Context: an optimization exercise on an open-source flow, tuned for small area, a short achievable clock period and few clock cycles per item. The choices shown serve that exercise and are no tape-out recipe. Function was checked by simulation only, so behaviour that the tests miss may differ from the original.

==> run D <==
Design yuv2rgba, start of the top module:
module yuv2rgba (
    input  wire        clk,
    input  wire        rst,
    input  wire        in_valid,
    output wire        in_ready,
    input  wire [31:0] in_y,
    input  wire [31:0] in_u,
    input  wire [31:0] in_v,
    input  wire [4:0]  in_depth_m1,
    output wire        out_valid,
    input  wire        out_ready,
    output wire [31:0] out_rgba
);
    reg [1:0] ph;           
    reg       st;           
    reg [1:0] cnt;          
    reg       acc_v;        
    reg       clr;          
    reg       ld;           
    reg       fs;           
    reg       bact;         
    reg       last;         
    reg       bdone;        
    reg       ov;           
    reg [4:0] dm_a;
    reg [2:0] a_b, out_a;   
    reg [23:0] out_bgr;
    wire accept  = in_valid & in_ready & ~rst;
    wire deliver = ov & out_ready & ~rst;
    wire put_nx  = last & ~ov;      
    wire put_old = bdone & ~ov;     
    assign in_ready = (ph == 2'd3) & st & ~cnt[1];
    wire [1:0] bi = ~ph;    
    reg  [7:0] yb, ub, vb, mnb;
    integer j;
    always @(posedge clk) begin
        yb <= in_y[bi*8 +: 8];
        ub <= in_u[bi*8 +: 8];
        vb <= in_v[bi*8 +: 8];
        for (j = 0; j < 8; j = j + 1)
  ...
Settings: LEC_CHECK=0, CAP_MARGIN=20, CORE_MARGIN=2, CORE_UTILIZATION=40, PLACE_DENSITY=0.6, SLEW_MARGIN=20; clock period 16.0 ns.
run.sh (not shown) runs the stock make flow with config.mk's settings and CLKGATE_MAP_FILE= SYNTH_SCRIPT=/design/flow/synth_recipe.tcl, a recipe that flattens the netlist after the stock synthesis.
==> inputs of run E, as changes to run D <==
--- a/flow/design.v
+++ b/flow/design.v
@@ -171,21 +171,20 @@
     always @(posedge clk) begin
         pa <= {vc[9], w156, w154, w152, w150, w148, w146, w144, w142, w140, w138, w136, w134, w132, w130, w128, w126, w124, w122, w120, w118, w116, w114, w112, vc[1], ~vc[2], ~vc[1], ~vc[0], 1'b0};
         pb <= {w158, w157, w155, w153, w151, w149, w147, w145, w143, w141, w139, w137, w135, w133, w131, w129, w127, w125, w123, w121, w119, w117, w115, w113, w111, vc[0], 1'b0, 1'b0, 1'b0};
     end
 endmodule
 module yuv2rgba_acc_r (
     input  wire        clk,
-    input  wire        clr,
+    input  wire        first,
     input  wire [28:0] pa,
     input  wire [28:0] pb,
-    output wire [53:0] xn
+    output reg  [53:0] x
 );
-    reg  [53:0] x;
-    wire [45:0] a = x[45:0];
+    wire [45:0] a = first ? 46'd0 : x[45:0];
     wire w1, w2, w3, w4, w5, w6, w7, w8, w9, w10, w11, w12, w13, w14, w15, w16, w17, w18, w19, w20, w21, w22, w23, w24, w25, w26, w27, w28, w29, w30, w31, w32, w33, w34, w35, w36, w37, w38, w39, w40, w41, w42, w43, w44, w45, w46, w47, w48, w49, w50, w51, w52, w53, w54, w55, w56, w57, w58, w59, w60, w61, w62, w63, w64, w65, w66, w67, w68, w69, w70, w71, w72, w73, w74, w75, w76, w77, w78, w79, w80, w81, w82, w83, w84, w85, w86, w87, w88, w89, w90, w91, w92, w93, w94, w95, w96, w97, w98, w99, w100, w101, w102, w103, w104, w105, w106, w107, w108, w109, w110, w111, w112, w113, w114, w115, w116, w117, w118, w119, w120, w121, w122, w123, w124, w125, w126, w127, w128, w129, w130, w131, w132, w133, w134, w135, w136, w137, w138, w139, w140, w141, w142;
     assign w1 = pa[9] ^ pb[9];
     assign w2 = pa[9] & pb[9];
     assign w3 = pa[10] ^ pb[10] ^ a[2];
     assign w4 = (pa[10] & pb[10]) | (a[2] & (pa[10] ^ pb[10]));
     assign w5 = pa[11] ^ pb[11];
     assign w6 = pa[11] & pb[11];
@@ -323,17 +322,16 @@
     assign w138 = a[43] & 1'b1;
     assign w139 = a[44] ^ 1'b1;
     assign w140 = a[44] & 1'b1;
     assign w141 = a[45] ^ 1'b1;
     assign w142 = a[45] & 1'b1;
     wire [53:0] sa = {w140, w138, w136, w134, w132, w130, w128, w126, w124, w122, w120, w118, w116, w114, w112, w110, w108, w106, w104, w102, w100, w98, w96, w94, w92, w90, w88, w86, w84, w82, w80, w78, w76, w74, w72, w70, w68, w66, w64, w62, w60, w58, w56, w54, w52, w50, w48, w46, w44, w42, 1'b1, pa[2], pa[1], pa[0]};
     wire [53:0] sb = {w141, w139, w137, w135, w133, w131, w129, w127, w125, w123, w121, w119, w117, w115, w113, w111, w109, w107, w105, w103, w101, w99, w97, w95, w93, w91, w89, w87, w85, w83, w81, w79, w77, w75, w73, w71, w69, w67, w65, w63, w61, w59, w57, w55, w53, w51, w49, w47, w45, w43, w41, 1'b0, 1'b0, 1'b0};
-    assign xn = sa + sb;
     always @(posedge clk)
-        x <= clr ? 54'd0 : xn;
+        x <= sa + sb;
 endmodule
 module yuv2rgba_rows_g (
     input  wire        clk,
     input  wire [7:0]  y,
     input  wire [7:0]  u,
     input  wire [7:0]  v,
     input  wire [7:0]  mn,      
@@ -692,21 +690,20 @@
     always @(posedge clk) begin
         pa <= {w300, w344, w342, w340, w338, w336, w334, w332, w330, w328, w326, w324, w322, w320, w318, w316, w314, w312, w310, w308, w306, w304, w302, w255, v[1], v[0], mn[0], 1'b0};
         pb <= {w346, w345, w343, w341, w339, w337, w335, w333, w331, w329, w327, w325, w323, w321, w319, w317, w315, w313, w311, w309, w307, w305, w303, w301, mn[2], mn[1], 1'b0, 1'b0};
     end
 endmodule
 module yuv2rgba_acc_g (
     input  wire        clk,
-    input  wire        clr,
+    input  wire        first,
     input  wire [27:0] pa,
     input  wire [27:0] pb,
-    output wire [53:0] xn
+    output reg  [53:0] x
 );
-    reg  [53:0] x;
-    wire [45:0] a = x[45:0];
+    wire [45:0] a = first ? 46'd0 : x[45:0];
     wire w1, w2, w3, w4, w5, w6, w7, w8, w9, w10, w11, w12, w13, w14, w15, w16, w17, w18, w19, w20, w21, w22, w23, w24, w25, w26, w27, w28, w29, w30, w31, w32, w33, w34, w35, w36, w37, w38, w39, w40, w41, w42, w43, w44, w45, w46, w47, w48, w49, w50, w51, w52, w53, w54, w55, w56, w57, w58, w59, w60, w61, w62, w63, w64, w65, w66, w67, w68, w69, w70, w71, w72, w73, w74, w75, w76, w77, w78, w79, w80, w81, w82, w83, w84, w85, w86, w87, w88, w89, w90, w91, w92, w93, w94, w95, w96, w97, w98, w99, w100, w101, w102, w103, w104, w105, w106, w107, w108, w109, w110, w111, w112, w113, w114, w115, w116, w117, w118, w119, w120, w121, w122, w123, w124, w125, w126, w127, w128, w129, w130;
     assign w1 = pa[9] ^ pb[9];
     assign w2 = pa[9] & pb[9];
     assign w3 = pa[10] ^ pb[10];
     assign w4 = pa[10] & pb[10];
     assign w5 = pa[11] ^ pb[11];
     assign w6 = pa[11] & pb[11];
@@ -832,17 +829,16 @@
     assign w126 = a[43] & 1'b1;
     assign w127 = a[44] ^ 1'b1;
     assign w128 = a[44] & 1'b1;
     assign w129 = a[45] ^ 1'b1;
     assign w130 = a[45] & 1'b1;
     wire [53:0] sa = {w128, w126, w124, w122, w120, w118, w116, w114, w112, w110, w108, w106, w104, w102, w100, w98, w96, w94, w92, w90, w88, w86, w84, w82, w80, w78, w76, w74, w72, w70, w68, w66, w64, w62, w60, w58, w56, w54, w52, w50, w48, w46, w44, w42, w40, a[0], pa[7], pa[6], pa[5], pa[4], pa[3], pa[2], pa[1], pa[0]};
     wire [53:0] sb = {w129, w127, w125, w123, w121, w119, w117, w115, w113, w111, w109, w107, w105, w103, w101, w99, w97, w95, w93, w91, w89, w87, w85, w83, w81, w79, w77, w75, w73, w71, w69, w67, w65, w63, w61, w59, w57, w55, w53, w51, w49, w47, w45, w43, w41, w39, pb[7], pb[6], pb[5], pb[4], pb[3], pb[2], 1'b1, 1'b0};
-    assign xn = sa + sb;
     always @(posedge clk)
-        x <= clr ? 54'd0 : xn;
+        x <= sa + sb;
 endmodule
 module yuv2rgba_rows_b (
     input  wire        clk,
     input  wire [7:0]  y,
     input  wire [7:0]  u,
     input  wire [7:0]  v,
     input  wire [7:0]  mn,      
@@ -997,21 +993,20 @@
     always @(posedge clk) begin
         pa <= {uc[9], uc[8], w140, w138, w136, w134, w132, w130, w128, w126, w124, w122, w120, w118, w116, w114, w112, w110, w108, w106, w104, w102, w100, w98, uc[0], uc[1], uc[0], 1'b0, 1'b0};
         pb <= {w142, w141, w139, w137, w135, w133, w131, w129, w127, w125, w123, w121, w119, w117, w115, w113, w111, w109, w107, w105, w103, w101, w99, w97, 1'b0, 1'b0, 1'b0, 1'b0};
     end
 endmodule
 module yuv2rgba_acc_b (
     input  wire        clk,
-    input  wire        clr,
+    input  wire        first,
     input  wire [28:0] pa,
     input  wire [27:0] pb,
-    output wire [53:0] xn
+    output reg  [53:0] x
 );
-    reg  [53:0] x;
-    wire [45:0] a = x[45:0];
+    wire [45:0] a = first ? 46'd0 : x[45:0];
     wire w1, w2, w3, w4, w5, w6, w7, w8, w9, w10, w11, w12, w13, w14, w15, w16, w17, w18, w19, w20, w21, w22, w23, w24, w25, w26, w27, w28, w29, w30, w31, w32, w33, w34, w35, w36, w37, w38, w39, w40, w41, w42, w43, w44, w45, w46, w47, w48, w49, w50, w51, w52, w53, w54, w55, w56, w57, w58, w59, w60, w61, w62, w63, w64, w65, w66, w67, w68, w69, w70, w71, w72, w73, w74, w75, w76, w77, w78, w79, w80, w81, w82, w83, w84, w85, w86, w87, w88, w89, w90, w91, w92, w93, w94, w95, w96, w97, w98, w99, w100, w101, w102, w103, w104, w105, w106, w107, w108, w109, w110, w111, w112, w113, w114, w115, w116, w117, w118, w119, w120, w121, w122, w123, w124, w125, w126, w127, w128, w129, w130, w131, w132, w133, w134, w135, w136, w137, w138, w139, w140;
     assign w1 = pa[8] ^ pb[8];
     assign w2 = pa[8] & pb[8];
     assign w3 = pa[9] ^ pb[9];
     assign w4 = pa[9] & pb[9];
     assign w5 = pa[10] ^ pb[10];
     assign w6 = pa[10] & pb[10];
@@ -1147,59 +1142,56 @@
     assign w136 = a[43] & 1'b1;
     assign w137 = a[44] ^ 1'b1;
     assign w138 = a[44] & 1'b1;
     assign w139 = a[45] ^ 1'b1;
     assign w140 = a[45] & 1'b1;
     wire [53:0] sa = {w138, w136, w134, w132, w130, w128, w126, w124, w122, w120, w118, w116, w114, w112, w110, w108, w106, w104, w102, w100, w98, w96, w94, w92, w90, w88, w86, w84, w82, w80, w78, w76, w74, w72, w70, w68, w66, w64, w62, w60, w58, w56, w54, w52, w50, w48, w46, w44, 1'b1, pa[4], pa[3], pa[2], pa[1], pa[0]};
     wire [53:0] sb = {w139, w137, w135, w133, w131, w129, w127, w125, w123, w121, w119, w117, w115, w113, w111, w109, w107, w105, w103, w101, w99, w97, w95, w93, w91, w89, w87, w85, w83, w81, w79, w77, w75, w73, w71, w69, w67, w65, w63, w61, w59, w57, w55, w53, w51, w49, w47, w45, w43, pb[4], 1'b0, 1'b1, 1'b0, 1'b0};
-    assign xn = sa + sb;
     always @(posedge clk)
-        x <= clr ? 54'd0 : xn;
+        x <= sa + sb;
 endmodule
 module yuv2rgba_div (
     input  wire        clk,
-    input  wire        ldr,       
-    input  wire        ld,        
-    input  wire        fs,        
+    input  wire        load,      
     input  wire        step,      
-    input  wire [53:0] xn,        
+    input  wire [53:0] x,         
     input  wire [38:0] dq,        
     input  wire [40:0] dq3,       
     output wire [7:0]  value,     
     output wire [7:0]  value_nx   
 );
-    reg        neg;               
-    reg        hb;                
+    reg        sat_lo;            
     reg        sat_hi;            
     reg [38:0] rem;               
     reg [7:0]  xq;                
-    wire [40:0] t   = {rem, xq[7:6]};
+    wire [41:0] hi  = x[53:12];
+    wire        neg = x[53];
+    wire        big = (hi[41:39] != 3'd0) | (hi[38:0] >= dq);
+    wire [38:0] r0  = load ? hi[38:0] : rem;
+    wire [7:0]  b0  = load ? x[11:4]  : xq;
+    wire [40:0] t   = {r0, b0[7:6]};
     wire [41:0] e1  = {1'b0, t} - {3'b0, dq};
     wire [41:0] e2  = {1'b0, t} - {2'b0, dq, 1'b0};
     wire [41:0] e3  = {1'b0, t} - {1'b0, dq3};
     wire        g1  = ~e1[41];
     wire        g2  = ~e2[41];
     wire        g3  = ~e3[41];
     wire [38:0] rn  = g3 ? e3[38:0] : (g2 ? e2[38:0] : (g1 ? e1[38:0] : t[38:0]));
-    wire [7:0] xq_nx = {xq[5:0], g2, g3 | (g1 & ~g2)};
     always @(posedge clk) begin
-        rem <= ldr ? xn[50:12] : rn;
-        if (ld) begin
-            neg <= xn[53];
-            hb  <= xn[53:51] != 3'd0;
+        rem <= rn;
+        if (load) begin
+            sat_lo <= neg;
+            sat_hi <= ~neg & big;
         end
-        if (fs)
-            sat_hi <= ~neg & (hb | (rem >= dq));
-        if (ld)
-            xq <= xn[11:4];
-        else if (step)
+        if (load | step)
             xq <= xq_nx;
     end
-    assign value    = neg ? 8'd0 : (sat_hi ? 8'd255 : xq);
-    assign value_nx = neg ? 8'd0 : (sat_hi ? 8'd255 : xq_nx);
+    wire [7:0] xq_nx = {b0[5:0], g2, g3 | (g1 & ~g2)};
+    assign value    = sat_lo ? 8'd0 : (sat_hi ? 8'd255 : xq);
+    assign value_nx = sat_lo ? 8'd0 : (sat_hi ? 8'd255 : xq_nx);
 endmodule
 module yuv2rgba_dtab (
     input  wire [4:0]  dm,
     output reg  [38:0] dq,
     output reg  [40:0] dq3
 );
     always @(*) begin
@@ -1253,26 +1245,25 @@
     input  wire        out_ready,
     output wire [31:0] out_rgba
 );
     reg [1:0] ph;           
     reg       st;           
     reg [1:0] cnt;          
     reg       acc_v;        
-    reg       clr;          
-    reg       ld;           
-    reg       fs;           
     reg       bact;         
-    reg       last;         
     reg       bdone;        
     reg       ov;           
     reg [4:0] dm_a;
     reg [2:0] a_b, out_a;   
     reg [23:0] out_bgr;
     wire accept  = in_valid & in_ready & ~rst;
     wire deliver = ov & out_ready & ~rst;
+    reg  first;             
+    reg  load;              
+    reg  last;              
     wire put_nx  = last & ~ov;      
     wire put_old = bdone & ~ov;     
     assign in_ready = (ph == 2'd3) & st & ~cnt[1];
     wire [1:0] bi = ~ph;    
     reg  [7:0] yb, ub, vb, mnb;
     integer j;
     always @(posedge clk) begin
@@ -1286,53 +1277,51 @@
     wire [27:0] pag;
     wire [28:0] pbr;
     wire [27:0] pbg, pbb;
     yuv2rgba_rows_r u_rows_r (.clk(clk), .y(yb), .u(ub), .v(vb), .mn(mnb), .pa(par), .pb(pbr));
     yuv2rgba_rows_g u_rows_g (.clk(clk), .y(yb), .u(ub), .v(vb), .mn(mnb), .pa(pag), .pb(pbg));
     yuv2rgba_rows_b u_rows_b (.clk(clk), .y(yb), .u(ub), .v(vb), .mn(mnb), .pa(pab), .pb(pbb));
     wire [53:0] xr, xg, xb;
-    yuv2rgba_acc_r u_acc_r (.clk(clk), .clr(clr), .pa(par), .pb(pbr), .xn(xr));
-    yuv2rgba_acc_g u_acc_g (.clk(clk), .clr(clr), .pa(pag), .pb(pbg), .xn(xg));
-    yuv2rgba_acc_b u_acc_b (.clk(clk), .clr(clr), .pa(pab), .pb(pbb), .xn(xb));
+    yuv2rgba_acc_r u_acc_r (.clk(clk), .first(first), .pa(par), .pb(pbr), .x(xr));
+    yuv2rgba_acc_g u_acc_g (.clk(clk), .first(first), .pa(pag), .pb(pbg), .x(xg));
+    yuv2rgba_acc_b u_acc_b (.clk(clk), .first(first), .pa(pab), .pb(pbb), .x(xb));
     wire [38:0] dq_a;
     wire [40:0] dq3_a;
     reg  [38:0] dq;         
     reg  [40:0] dq3;        
     yuv2rgba_dtab u_dtab (.dm(dm_a), .dq(dq_a), .dq3(dq3_a));
     wire [7:0] r8, g8, b8, r8n, g8n, b8n;
-    yuv2rgba_div u_div_r (.clk(clk), .ldr(clr), .ld(ld), .fs(fs), .step(bact), .xn(xr), .dq(dq), .dq3(dq3), .value(r8), .value_nx(r8n));
-    yuv2rgba_div u_div_g (.clk(clk), .ldr(clr), .ld(ld), .fs(fs), .step(bact), .xn(xg), .dq(dq), .dq3(dq3), .value(g8), .value_nx(g8n));
-    yuv2rgba_div u_div_b (.clk(clk), .ldr(clr), .ld(ld), .fs(fs), .step(bact), .xn(xb), .dq(dq), .dq3(dq3), .value(b8), .value_nx(b8n));
+    yuv2rgba_div u_div_r (.clk(clk), .load(load), .step(bact), .x(xr), .dq(dq), .dq3(dq3), .value(r8), .value_nx(r8n));
+    yuv2rgba_div u_div_g (.clk(clk), .load(load), .step(bact), .x(xg), .dq(dq), .dq3(dq3), .value(g8), .value_nx(g8n));
+    yuv2rgba_div u_div_b (.clk(clk), .load(load), .step(bact), .x(xb), .dq(dq), .dq3(dq3), .value(b8), .value_nx(b8n));
     always @(posedge clk) begin
         if (rst) begin
             ph    <= 2'd0;
-            clr   <= 1'b0;
-            ld    <= 1'b0;
-            fs    <= 1'b0;
+            first <= 1'b0;
+            load  <= 1'b0;
             last  <= 1'b0;
             st    <= 1'b0;
             cnt   <= 2'd0;
             acc_v <= 1'b0;
             bact  <= 1'b0;
             bdone <= 1'b0;
             ov    <= 1'b0;
         end else begin
             ph    <= ph + 2'd1;
-            clr   <= (ph == 2'd0);
-            ld    <= (ph == 2'd0) & acc_v;
-            fs    <= ld;
+            first <= (ph == 2'd1);
+            load  <= (ph == 2'd1) & acc_v;
             last  <= (ph == 2'd0) & bact;
             if (ph == 2'd0)
                 st <= in_valid;
             cnt <= cnt + {1'b0, accept} - {1'b0, deliver};
             if (accept)
                 acc_v <= 1'b1;
-            else if (ld)
+            else if (load)
                 acc_v <= 1'b0;
-            if (ld)
+            if (load)
                 bact <= 1'b1;
             else if (last)
                 bact <= 1'b0;
             if (last & ov)
                 bdone <= 1'b1;
             else if (put_old)
                 bdone <= 1'b0;
@@ -1345,15 +1334,15 @@
     always @(posedge clk) begin
         if (accept)
             dm_a <= in_depth_m1;
         if (acc_v & (ph == 2'd1)) begin    
             dq  <= dq_a;
             dq3 <= dq3_a;
         end
-        if (ld)
+        if (load)
             a_b <= (dm_a[4:3] != 2'd0) ? 3'd7 : dm_a[2:0];
         if (put_nx | put_old) begin
             out_bgr <= put_nx ? {b8n, g8n, r8n} : {b8, g8, r8};
             out_a   <= a_b;
         end
     end
     wire [7:0] alpha;
==> notes <==
- Run E completed with no timing, DRC or antenna violations. Run D completed without violations.
- Of run D and run E, run E has the higher cell area (gap about 0.75%, measured against run E).
- Between run E and run D, the lower die area is in run D (gap about 0.22%, measured against run D).
- Via count: run D is higher than run E (about 3%).
- In run E the global-route usage is lower than in run D, by 1.1 points.
- Register-to-register slack: run D is better than run E (1.3 ns).
- Of run D and run E, run D has the higher setup slack (gap 0.25 ns).
- Of run D and run E, run E has the higher utilization (gap 0.28 points).
==> figures <==
Outcome: run E complete, no violations; run D complete, no violations
Biggest fanout along the worst timing path: run E 54; run D 29
Post-Synth XOR/XNOR Area: run E 6.577%; run D 6.563%
Sequential area share after synthesis: run E 22.42%; run D 21.86%
Post-synth top area share: run E 15.52%; run D 15.49%
Hold slack final: run E 0.3350 ns; run D 0.4174 ns
Overall die width: run E 394.9 µm; run D 394.5 µm
Half-perimeter wire length after placement: run E 149200 µm; run D 156500 µm
First-pass GRT wire length: run E 284400 µm; run D 295600 µm
Worst Clk Skew: run E 0.05623 ns; run D 0.04769 ns
Detail Route met3 WL: run E 9086 µm; run D 12110 µm
Register cell area after layout: run E 13710 µm²; run D 13340 µm²
Terminating pin of the worst hold path: run E u_acc_r.x[2]; run D out_a[0]
Number of design-rule violations left by the first detailed-router iteration: run E 3842; run D 4642
Critical register-to-register path endpoint: run E out_bgr[8]; run D u_rows_b.pb[13]
Final area over synthesized area: run E 1.1036x; run D 1.0977x
Minimum setup slack in the final design: run E 9.836 ns; run D 10.08 ns
Share of the final layout cell area in sequential cells: run E 20.33%; run D 19.92%
Testbench counts of run D, summed over its fixed seeds: cycles 32,061, pixels 8,000.
Testbench counts of run E, summed over its fixed seeds: cycles 32,061, pixels 8,000.

## what the ideal ports hide
How much do the figures lean on ideal ports? The routed layouts below were timed once more, with nothing changed but the port constraints.
Step 1 sets driving cells, clkbuf_16 on the clock port and buf_2 on the other inputs (assumed; they add their load-dependent delay and slew).
Step 2 also shifts input and output timing later by t, the mid clock arrival at the registers, as if the neighbouring blocks saw the same clock.
a / b / c = ideal ports / drivers / drivers and shift; a / b = the first two.
| run | shift t [ns] | setup slack, ns | hold WS [ns] | slew at the worst register clock pin (ns) | pins driven straight from the clock port |
|---|---|---|---|---|---|
| run D | 0.776 | 10.082 / 10.011 / 10.787 | 0.417 / 0.417 / 0.417 | 0.07 / 0.07 | 1 |
| run E | 0.762 | 9.836 / 9.836 / 9.836 | 0.335 / 0.335 / 0.335 | 0.07 / 0.07 | 1 |
After both steps setup and hold are still met in every run listed.
